This is an optimization exercise on Yosys and OpenROAD, whose aim is small area, not a production implementation.
In this exercise RTL edits were held to simulation tests only and were not proved equivalent to the original.
Power figures rest on the tool's default switching activity, not on a simulated workload.

==> design.v <==
module dso_ctrl #(
    parameter SETTLE_CYCLES = 1000,    
    parameter MAX_SAMPLES   = 65535
) (
    input  wire       clk,
    input  wire       rst,           
    input  wire       rx_valid,
    input  wire [7:0] rx_data,
    output wire       rx_ready,
    output wire       tx_valid,
    output wire [7:0] tx_data,
    input  wire       tx_ready,
    output reg        baud_fast,     
    output reg        baud_init,     
    output reg        ref_cfg,       
    output reg  [7:0] line_oe,
    output reg  [7:0] line_out,
    input  wire       fill,
    input  wire [7:0] data_bus,
    output reg        spi_sck,
    output reg        spi_mosi,
    input  wire       spi_miso
);
    localparam SETTLE_W = $clog2(SETTLE_CYCLES);
    localparam L_TRIG = 0, L_FORCE = 1, L_RDEN = 2, L_SCLK = 3,
               L_EDGE = 4, L_SEL0 = 5, L_SEL1 = 6, L_DACCS = 7;
    localparam [7:0] CMD_VERSION = 8'h76, CMD_SETMULT = 8'h72, CMD_SETDAC = 8'h74,
                     CMD_CAPTURE = 8'h43, CMD_FCAPTURE = 8'h66, CMD_SEND = 8'h73,
                     CMD_SETEDGE = 8'h69, CMD_TOGBAUD = 8'h42, STOP_BYTE = 8'h6E,
                     ACK_BYTE = 8'h43;
    localparam POL_RISING = 1'b0, POL_FALLING = 1'b1;
    localparam [4:0]
        S_BOOT          = 5'd0,
        S_FETCH         = 5'd1,
        S_PARAM         = 5'd2,
        S_VER           = 5'd3,
        S_MUL           = 5'd4,
        S_DAC_CS_LO     = 5'd5,
        S_DAC_HI        = 5'd6,
        S_DAC_LO        = 5'd7,
        S_DAC_CS_HI     = 5'd8,
        S_EDGE_SET      = 5'd9,
        S_BAUD_INIT     = 5'd10,
        S_CAP_RDEN      = 5'd11,
        S_CAP_TRIG_ON   = 5'd12,
        S_CAP_TRIG_OFF  = 5'd13,
        S_CAP_FORCE_ON  = 5'd14,
        S_CAP_FORCE_OFF = 5'd15,
        S_CAP_DELAY     = 5'd16,
        S_CAP_POLL_RX   = 5'd17,
        S_CAP_POLL_FILL = 5'd18,
        S_CAP_ACK       = 5'd19,
        S_XFER_RDEN_ON  = 5'd20,
        S_XFER_POLL     = 5'd21,
        S_XFER_CLK_ON   = 5'd22,
        S_XFER_CLK_OFF  = 5'd23,
        S_XFER_READ     = 5'd24,
        S_XFER_SEND     = 5'd25,
        S_XFER_RDEN_OFF = 5'd26;
    reg  [4:0]  phase;
    reg  [4:0]  step;           
    reg  [7:0]  cmd;
    reg         force_r;
    reg  [7:0]  dev_mult;       
    reg  [7:0]  dev_dac;
    reg         dev_pol;
    reg         polled_stop;
    reg  [7:0]  sample;
    reg  [15:0] ctr;
    reg  [SETTLE_W-1:0] settle;
    reg  [7:0]  spi_shift;
    reg  [3:0]  spi_bit;
    reg         spi_half;
    wire rx_take = rx_valid & rx_ready;
    wire tx_done = tx_valid & tx_ready;
    assign rx_ready = (phase == S_FETCH) | (phase == S_PARAM) |
                      (phase == S_CAP_POLL_RX) | (phase == S_XFER_POLL);
    reg [7:0] ver_byte;
    always @(*) begin
        case (step[3:0])
            4'd0:  ver_byte = 8'h44;
            4'd1:  ver_byte = 8'h53;
            4'd2:  ver_byte = 8'h4F;
            4'd3:  ver_byte = 8'h20;
            4'd4:  ver_byte = 8'h56;
            4'd5:  ver_byte = 8'h65;
            4'd6:  ver_byte = 8'h72;
            4'd7:  ver_byte = 8'h73;
            4'd8:  ver_byte = 8'h69;
            4'd9:  ver_byte = 8'h6F;
            4'd10: ver_byte = 8'h6E;
            4'd11: ver_byte = 8'h20;
            4'd12: ver_byte = 8'h32;
            4'd13: ver_byte = 8'h2E;
            4'd14: ver_byte = 8'h30;
            default: ver_byte = 8'h0A;
        endcase
    end
    assign tx_valid = (phase == S_VER) | (phase == S_CAP_ACK) | (phase == S_XFER_SEND);
    assign tx_data  = (phase == S_VER)     ? ver_byte :
                      (phase == S_CAP_ACK) ? ACK_BYTE : sample;
    wire [15:0] dac_word = 16'h3000 | ({8'h00, dev_dac} << 4);
    wire sel_tristate = (dev_mult == 8'd2);
    wire sel_level    = (dev_mult == 8'd8);
    always @(posedge clk) begin
        if (rst) begin
            phase       <= S_BOOT;
            step        <= 5'd0;
            cmd         <= 8'h00;
            force_r     <= 1'b0;
            dev_mult    <= 8'd2;
            dev_dac     <= 8'd127;
            dev_pol     <= POL_RISING;
            baud_fast   <= 1'b0;
            baud_init   <= 1'b0;
            ref_cfg     <= 1'b0;
            polled_stop <= 1'b0;
            sample      <= 8'h00;
            ctr         <= 16'd0;
            settle      <= {SETTLE_W{1'b0}};
            spi_shift   <= 8'h00;
            spi_bit     <= 4'd0;
            spi_half    <= 1'b0;
            spi_sck     <= 1'b0;
            spi_mosi    <= 1'b0;
            line_oe     <= 8'h00;
            line_out    <= 8'h00;
        end else begin
            baud_init <= 1'b0;
            ref_cfg   <= 1'b0;
            case (phase)
                S_BOOT: begin
                    step <= step + 5'd1;
                    case (step)
                        5'd0:  line_out[L_TRIG]  <= 1'b0;
                        5'd1:  line_oe[L_TRIG]   <= 1'b1;
                        5'd2:  line_out[L_FORCE] <= 1'b0;
                        5'd3:  line_oe[L_FORCE]  <= 1'b1;
                        5'd4:  line_out[L_RDEN]  <= 1'b0;
                        5'd5:  line_oe[L_RDEN]   <= 1'b1;
                        5'd6:  line_out[L_SCLK]  <= 1'b0;
                        5'd7:  line_oe[L_SCLK]   <= 1'b1;
                        5'd8:  line_out[L_EDGE]  <= POL_RISING;
                        5'd9:  line_oe[L_EDGE]   <= 1'b1;
                        5'd10: line_out[L_DACCS] <= 1'b1;
                        5'd11: line_oe[L_DACCS]  <= 1'b1;
                        5'd12: line_oe[L_SEL0]   <= 1'b0;
                        5'd13: line_out[L_SEL0]  <= 1'b0;
                        5'd14: line_oe[L_SEL1]   <= 1'b0;
                        5'd15: line_out[L_SEL1]  <= 1'b0;
                        5'd16: ref_cfg <= 1'b1;
                        default: begin
                            baud_fast <= 1'b0;
                            baud_init <= 1'b1;
                            step      <= 5'd0;
                            phase     <= S_FETCH;
                        end
                    endcase
                end
                S_FETCH: begin
                    if (rx_take) begin
                        cmd  <= rx_data;
                        step <= 5'd0;
                        case (rx_data)
                            CMD_VERSION:  phase <= S_VER;
                            CMD_SETMULT,
                            CMD_SETDAC,
                            CMD_SETEDGE:  phase <= S_PARAM;
                            CMD_CAPTURE:  begin force_r <= 1'b0; phase <= S_CAP_RDEN; end
                            CMD_FCAPTURE: begin force_r <= 1'b1; phase <= S_CAP_RDEN; end
                            CMD_SEND:     phase <= S_XFER_RDEN_ON;
                            CMD_TOGBAUD:  phase <= S_BAUD_INIT;
                            default:      phase <= S_FETCH;
                        endcase
                    end
                end
                S_PARAM: begin
                    if (rx_take) begin
                        phase <= S_FETCH;
                        case (cmd)
                            CMD_SETMULT: begin
                                if (rx_data == 8'h02 || rx_data == 8'h04 || rx_data == 8'h08) begin
                                    dev_mult <= rx_data;
                                    step     <= 5'd0;
                                    phase    <= S_MUL;
                                end
                            end
                            CMD_SETDAC: begin
                                dev_dac <= rx_data;
                                phase   <= S_DAC_CS_LO;
                            end
                            default: begin  
                                if (rx_data == 8'h72) begin
                                    dev_pol <= POL_RISING;
                                    phase   <= S_EDGE_SET;
                                end else if (rx_data == 8'h66) begin
                                    dev_pol <= POL_FALLING;
                                    phase   <= S_EDGE_SET;
                                end
                            end
                        endcase
                    end
                end
                S_VER: begin
                    if (tx_done) begin
                        step <= step + 5'd1;
                        if (step == 5'd15) begin
                            step  <= 5'd0;
                            phase <= S_FETCH;
                        end
                    end
                end
                S_MUL: begin
                    step <= step + 5'd1;
                    case (step[1:0])
                        2'd0: if (sel_tristate) line_oe[L_SEL0]  <= 1'b0;
                              else              line_out[L_SEL0] <= sel_level;
                        2'd1: if (sel_tristate) line_out[L_SEL0] <= 1'b0;
                              else              line_oe[L_SEL0]  <= 1'b1;
                        2'd2: if (sel_tristate) line_oe[L_SEL1]  <= 1'b0;
                              else              line_out[L_SEL1] <= sel_level;
                        default: begin
                            if (sel_tristate) line_out[L_SEL1] <= 1'b0;
                            else              line_oe[L_SEL1]  <= 1'b1;
                            step  <= 5'd0;
                            phase <= S_FETCH;
                        end
                    endcase
                end
                S_DAC_CS_LO: begin
                    line_out[L_DACCS] <= 1'b0;
                    spi_shift <= dac_word[15:8];
                    spi_bit   <= 4'd0;
                    spi_half  <= 1'b0;
                    phase     <= S_DAC_HI;
                end
                S_DAC_HI, S_DAC_LO: begin
                    if (!spi_half) begin
                        spi_sck  <= 1'b0;
                        spi_mosi <= spi_shift[7];
                        spi_half <= 1'b1;
                    end else begin
                        spi_sck   <= 1'b1;
                        spi_shift <= {spi_shift[6:0], 1'b0};
                        spi_half  <= 1'b0;
                        spi_bit   <= spi_bit + 4'd1;
                        if (spi_bit == 4'd7) begin
                            spi_bit <= 4'd0;
                            if (phase == S_DAC_HI) begin
                                spi_shift <= dac_word[7:0];
                                phase     <= S_DAC_LO;
                            end else begin
                                phase     <= S_DAC_CS_HI;
                            end
                        end
                    end
                end
                S_DAC_CS_HI: begin
                    spi_sck  <= 1'b0;
                    spi_mosi <= 1'b0;
                    line_out[L_DACCS] <= 1'b1;
                    phase <= S_FETCH;
                end
                S_EDGE_SET: begin
                    line_out[L_EDGE] <= dev_pol;
                    phase <= S_FETCH;
                end
                S_BAUD_INIT: begin
                    baud_fast <= ~baud_fast;
                    baud_init <= 1'b1;
                    phase     <= S_FETCH;
                end
                S_CAP_RDEN: begin
                    line_out[L_RDEN] <= 1'b0;
                    phase <= S_CAP_TRIG_ON;
                end
                S_CAP_TRIG_ON: begin
                    line_out[L_TRIG] <= 1'b1;
                    phase <= S_CAP_TRIG_OFF;
                end
                S_CAP_TRIG_OFF: begin
                    line_out[L_TRIG] <= 1'b0;
                    settle <= {SETTLE_W{1'b0}};
                    phase  <= force_r ? S_CAP_FORCE_ON : S_CAP_DELAY;
                end
                S_CAP_FORCE_ON: begin
                    line_out[L_FORCE] <= 1'b1;
                    phase <= S_CAP_FORCE_OFF;
                end
                S_CAP_FORCE_OFF: begin
                    line_out[L_FORCE] <= 1'b0;
                    settle <= {SETTLE_W{1'b0}};
                    phase  <= S_CAP_DELAY;
                end
                S_CAP_DELAY: begin
                    settle <= settle + 1'b1;
                    if (settle == SETTLE_CYCLES - 1)
                        phase <= S_CAP_POLL_RX;
                end
                S_CAP_POLL_RX: begin
                    polled_stop <= rx_take && (rx_data == STOP_BYTE);
                    phase <= S_CAP_POLL_FILL;
                end
                S_CAP_POLL_FILL: begin
                    if (polled_stop || fill)
                        phase <= S_CAP_ACK;
                    else
                        phase <= S_CAP_POLL_RX;
                end
                S_CAP_ACK: begin
                    if (tx_done)
                        phase <= S_FETCH;
                end
                S_XFER_RDEN_ON: begin
                    line_out[L_RDEN] <= 1'b1;
                    ctr   <= 16'd0;
                    phase <= S_XFER_POLL;
                end
                S_XFER_POLL: begin
                    if (rx_take && rx_data == STOP_BYTE)
                        phase <= S_XFER_RDEN_OFF;
                    else if (ctr < MAX_SAMPLES)
                        phase <= S_XFER_CLK_ON;
                    else
                        phase <= S_XFER_RDEN_OFF;
                end
                S_XFER_CLK_ON: begin
                    line_out[L_SCLK] <= 1'b1;
                    phase <= S_XFER_CLK_OFF;
                end
                S_XFER_CLK_OFF: begin
                    line_out[L_SCLK] <= 1'b0;
                    phase <= S_XFER_READ;
                end
                S_XFER_READ: begin
                    sample <= data_bus;
                    phase  <= S_XFER_SEND;
                end
                S_XFER_SEND: begin
                    if (tx_done) begin
                        ctr   <= ctr + 16'd1;
                        phase <= S_XFER_POLL;
                    end
                end
                S_XFER_RDEN_OFF: begin
                    line_out[L_RDEN] <= 1'b0;
                    phase <= S_FETCH;
                end
                default: phase <= S_FETCH;
            endcase
        end
    end
    wire unused_ok = &{1'b0, spi_miso};
endmodule
==> run.sh <==
#!/bin/bash
# synth_recipe.tcl (not shown) runs the flow's synth.tcl, then flattens the netlist and writes it again
# the make line also repeats each setting of config.mk as NAME=value (left out here)
make -C /OpenROAD-flow-scripts/flow DESIGN_CONFIG=/design/flow/config.mk WORK_HOME=/design/flow/orfs CLKGATE_MAP_FILE= SYNTH_SCRIPT=/design/flow/synth_recipe.tcl finish
==> config.mk <==
export PLATFORM = sky130hd
export DESIGN_NAME = dso_ctrl
export DESIGN_NICKNAME = dso_ctrl
export VERILOG_FILES = /design/flow/design.v
export SDC_FILE = /design/flow/constraint.sdc
export NUM_CORES = 4
export LEC_CHECK = 0
export CAP_MARGIN = 20
export CORE_MARGIN = 2
export CORE_UTILIZATION = 40
export SLEW_MARGIN = 20
==> constraint.sdc <==
create_clock -name core_clock -period 10.0 [get_ports {clk}]
set_input_delay 2.0000 -clock core_clock [delete_from_list [all_inputs] [get_ports {clk}]]
set_output_delay 2.0000 -clock core_clock [all_outputs]
set_load 0.01 [all_outputs]
==> results_tabular.tex <==
\begin{tabular}{lr}
\hline
Metric & Value \\
\hline
\multicolumn{2}{l}{\textbf{Worst setup path}} \\
Cell at the slowest stage of the critical path & sky130\_fd\_sc\_hd\_\_nor2b\_1 \\
Minimum setup slack among reg-to-reg paths & between 6 and 7 ns \\
Crit path DAT & 2.80 ns \\
Category of the worst setup path launch point & flop \\
Required time of the critical path & about 8 ns \\
Biggest cell delay along the critical path & between 0.7 and 0.8 ns \\
FF-to-FF Start & phase[0] \\
Critical path capture point type & primary output \\
Terminus of the critical flop-to-flop path & ver\_byte[2] \\
Worst Setup SP & phase[0] \\
Crit path cell chain & buf\_4 -> nor2b\_1 -> nand3\_1 -> nand2\_1 -> clkdlybuf4s50\_1 \\
Critical path fanouts, max & 26 \\
Setup CP Type & reg2out \\
FF-to-FF path depth & 11 \\
\multicolumn{2}{l}{\textbf{Synthesis}} \\
Synthesized instance count & between 700 and 800 \\
Sequential area share after synthesis & 0.3683 \\
Largest cells by area after synthesis & sky130\_fd\_sc\_hd\_\_dfxtp\_1, sky130\_fd\_sc\_hd\_\_nor2\_1, sky130\_fd\_sc\_hd\_\_mux2i\_1 \\
Top FF cell, synth & sky130\_fd\_sc\_hd\_\_dfxtp\_1 \\
Portion of synthesized cell area occupied by the leading cell type & 0.3683 \\
Syn Nets & 777 \\
Post-synthesis instance area & around 0.006 mm² \\
Biggest area consumer among synthesized cells & sky130\_fd\_sc\_hd\_\_dfxtp\_1 \\
Area fraction in and, or, nand and nor cells after synthesis & 0.2715 \\
Area fraction in compound gates after synthesis & 0.1987 \\
Synthesis warning total & 1 \\
Share of flip-flops with an asynchronous set or reset after synthesis & 0 \\
Count of cell types in the netlist & 84 \\
Most numerous cell in the Yosys netlist & sky130\_fd\_sc\_hd\_\_dfxtp\_1 \\
Share of cell area taken by muxes after synthesis & 0.07193 \\
Post-synthesis xor/xnor area fraction & 0.01726 \\
List of most frequent post-synthesis cells & sky130\_fd\_sc\_hd\_\_dfxtp\_1, sky130\_fd\_sc\_hd\_\_nor2\_1, sky130\_fd\_sc\_hd\_\_nand2\_1 \\
\#FFs+latches synth & about 110 \\
Largest family of logic cells by synthesized area & simple AND/OR/NAND/NOR gates \\
Average footprint of a synthesized cell & slightly above 8 µm² \\
Post-Synth Adder-Cell Area & 0.03288 \\
Number of enable flip-flop cells after synthesis & 0 \\
\multicolumn{2}{l}{\textbf{Cells and area}} \\
Inserted Diodes & 0 \\
Utilization after layout & 0.4675 \\
Fraction of final layout cells sized beyond drive strength 1 & 0.07189 \\
Area used by sequential logic in the layout & approximately 0.0022 mm² \\
Post-layout net count & between 800 and 900 \\
Filler cells & between 1k and 1.5k \\
Area occupied by multi-input gates & $\sim$0.0036 mm² \\
Signed area change from the synthesized netlist to the final layout & 15.43\% \\
\multicolumn{2}{l}{\textbf{Timing}} \\
Sum Neg Setup Slack & 0 ns \\
FMAX & approximately 0.21 GHz \\
Setup repair after global routing missed its margin & no \\
Max-slew headroom & 0.3914 \\
Post-route fraction of the period consumed by the critical path & 0.4801 \\
Min Tclk post-route & between 4 and 5 ns \\
Final Hold Viols & 0 \\
Final Max Slew Viols & 0 \\
Hold WS & 0.4681 ns \\
Final clock skew & about 0.0067 ns \\
Number of failing setup endpoints in the final timing report & 0 \\
Actual transition at the worst max-transition pin & between 0.9 and 1 ns \\
\multicolumn{2}{l}{\textbf{Floorplanning}} \\
IO Pins & between 50 and 60 \\
Overall die area & roughly 0.016 mm² \\
Number of rows in the core area & 45 \\
Die extent in y & 127.4 µm \\
Area of the placeable core & approximately 0.015 mm² \\
Width of the chip & 127.4 µm \\
Initial cell density of the core & 0.4050 \\
\multicolumn{2}{l}{\textbf{Power}} \\
Switch share & 0.3267 \\
Gate power share & 0.285 \\
Share of total power in the clock network & 0.309 \\
Int Power & 801.1 µW \\
Sw power & 388.7 µW \\
Worst vdd ir & roughly 0.00016 V \\
Power density relative to cell area & $\sim$170 mW/mm² \\
Fraction of power consumed by sequential logic & 0.406 \\
Standby leakage power & 0.002547 µW \\
\multicolumn{2}{l}{\textbf{Detailed routing}} \\
Routed length per placed instance & roughly 17 µm \\
Total number of vias & 5557 \\
Aggregate routed wire length & between 15 and 20 mm \\
Final ANT Viol Nets & 0 \\
Vias per inst & roughly 5.7 \\
DRC Markers & 0 \\
Detailed router's first-iteration violation count & 394 \\
Number of iterations in the first detailed-routing pass & 5 \\
\multicolumn{2}{l}{\textbf{Hold path}} \\
Hold EP & spi\_shift[6] \\
Number of cells on the worst hold path & 2 \\
Worst min path class & reg2reg \\
Launch instance of the worst min-delay path & spi\_shift[6] \\
\multicolumn{2}{l}{\textbf{CTS}} \\
Clock-pin slew of the registers on the worst-case setup and hold paths & roughly 0.07 ns \\
Clock tree from TritonCTS & done \\
Clock Latency Late Sink & roughly 0.35 ns \\
Hold-fix buffers, CTS & 0 \\
Root cell of the clock tree & sky130\_fd\_sc\_hd\_\_clkbuf\_16 \\
Sinks on Clock Net & between 100 and 150 \\
Post-CTS Setup Inserts & 0 \\
Count of instances resized after the clock tree is built & 0 \\
Number of buffers added by the clock tree synthesis step & 9 \\
Count of H-tree levels built during CTS & 3 \\
Worst-case clock buffer depth & 2 \\
\multicolumn{2}{l}{\textbf{Global routing}} \\
Pin count of the biggest net entering global routing & 46 \\
Wire length of the first global-routing pass & 27.28 mm \\
Antenna violations before repair & 0 \\
Overall fraction of global-route tracks in use & 0.2077 \\
Number of global-route vias before repair & approximately 5.4k \\
Gr ovfl total & 0 \\
\multicolumn{2}{l}{\textbf{Flow run}} \\
Count of maximum capacitance violations & 0 \\
\multicolumn{2}{l}{\textbf{Placement}} \\
Weighted congestion at the end of routability-driven global placement & about 0.86 \\
Number of input and output port buffers inserted & around 50 \\
Detailed placement HPWL & $\sim$12 mm \\
\multicolumn{2}{l}{\textbf{Run status}} \\
Result of the run & timing/DRC/antenna clean \\
\hline
\end{tabular}
==> layer usage <==
metal / share of wire / up-vias / global-route usage
met3: 0.055 / 15 / 0.05025
met1: 0.46 / 2662 / 0.2711
li1: - / 2738 / -
met5: 0 / - / 0
met4: 0.014 / 0 / 0.05430
met2: 0.47 / 142 / 0.3454
==> state kept, by name, indices dropped and copies added, names as in the netlist, 4 cells and up <==
| register | cells |
|---|---|
| ctr | 16 |
| settle | 10 |
| cmd | 8 |
| dev_dac | 8 |
| dev_mult | 8 |
| line_oe | 8 |
| line_out | 8 |
| sample | 8 |
| spi_shift | 8 |
| ver_byte | 7 |
| phase | 5 |
| step | 5 |
| spi_bit | 4 |
==> worst max path at each step <==
stage                             end  slack, ns  cells past startpoint
after floorplan           ver_byte[2]       5.91                     11
after global placement    ver_byte[2]       5.05                     11
after detailed placement  ver_byte[2]       4.88                     11
after CTS                    tx_valid       5.24                      5
after global routing         tx_valid       5.04                      5
final                        tx_valid       5.20                      5
==> power by group through the flow <==
stage | sequential [µW] | clock (µW) | combinational (µW)
2_1_floorplan | 491 | 0 | 247
3_3_place_gp | 493 | 0 | 326
3_5_place_dp | 494 | 0 | 335
4_1_cts | 483 | 378 | 337
5_1_grt | 485 | 400 | 373
6_report | 483 | 368 | 339
==> cells in the final DEF, fill, tap and decap left out, types with 4 or more instances in the layout <==
master	netlist	layout
sky130_fd_sc_hd__xnor2_1	4	4
sky130_fd_sc_hd__mux2_2	5	5
sky130_fd_sc_hd__a21oi_1	43	43
sky130_fd_sc_hd__nor3b_1	4	4
sky130_fd_sc_hd__inv_1	18	18
sky130_fd_sc_hd__nor3_1	18	18
sky130_fd_sc_hd__o21ai_0	45	44
sky130_fd_sc_hd__o31ai_1	5	5
sky130_fd_sc_hd__o221ai_1	4	4
sky130_fd_sc_hd__o21a_1	5	5
sky130_fd_sc_hd__nand4b_1	4	4
sky130_fd_sc_hd__and2_1	10	10
sky130_fd_sc_hd__a21o_1	4	4
sky130_fd_sc_hd__nand4_1	8	8
sky130_fd_sc_hd__a311oi_1	6	6
sky130_fd_sc_hd__xor2_1	8	8
sky130_fd_sc_hd__dfxtp_1	112	112
sky130_fd_sc_hd__o211ai_1	9	9
sky130_fd_sc_hd__buf_4	2	9
sky130_fd_sc_hd__nand3_1	32	32
sky130_fd_sc_hd__nand2_1	75	75
sky130_fd_sc_hd__nand2b_1	6	6
sky130_fd_sc_hd__nor2_1	108	108
sky130_fd_sc_hd__or3_1	9	9
sky130_fd_sc_hd__nor4_1	6	6
sky130_fd_sc_hd__mux2i_1	37	37
sky130_fd_sc_hd__a211oi_1	4	4
sky130_fd_sc_hd__a22oi_1	5	5
sky130_fd_sc_hd__and3_1	6	6
sky130_fd_sc_hd__clkbuf_16	0	9
sky130_fd_sc_hd__nor2b_1	11	11
sky130_fd_sc_hd__ha_1	16	16
sky130_fd_sc_hd__clkdlybuf4s50_1	0	50
sky130_fd_sc_hd__a31oi_1	6	6
sky130_fd_sc_hd__a22o_1	5	5
==> area by class of cell <==
class,count,share of cell area
clock inverters,4,0.007655
well taps,188,0.03347
repair buffers,60,0.08154
flip-flops and latches,112,0.3190
clock buffers,12,0.03507
multi-input cells,572,0.5131
inverters,19,0.01015
==> per-stage QoR <==
stage	setup slack, ns	power (µW)	instance area [µm²]	std cells
floorplan	5.910	738.2	6088	739
global placement	5.053	819.4	6728	951
detailed placement	4.877	828.2	6728	951
CTS	5.242	1198	7028	967
global route	5.039	1258	7028	967
finish	5.199	1190	7028	967
==> cells by family (layout without fill, tap and decap cells) <==
group           Yosys count  after routing
buf+inv                  55             95
flops                   112            112
mux                      43             43
fa+ha+maj                16             16
simple gates            326            326
xor+xnor                 12             12
compound gates          175            175
==> critical path: cells and delay by family, from the launching register on <==
family	cells	cell delay (ns)
buffers and inverters	2	0.85
flip-flops	1	0.31
AND/OR/NAND/NOR	3	1.28

static timing again, ports no longer ideal:
The flow's constraints put no driver on any port. The routed layout listed below was extracted and timed again, unchanged, in two steps. Step 1 sets driving cells, clkbuf_16 on the clock port and buf_2 on the other inputs (assumed; they add their load-dependent delay and slew). Step 2 also shifts input and output timing later by t, the mid clock arrival at the registers, as if the neighbouring blocks saw the same clock. Slacks: ideal ports / drivers / drivers and shift; pairs: ideal ports / drivers.
shift t [ns]: 0.397
setup WS [ns]: 5.199 / 5.152 / 4.909
worst slew at a driven data input, ns: 0.04
After both steps this run still meets setup and hold. For this run, drivers alone change the setup slack by -0.047 ns; drivers and shift together by -0.290 ns.
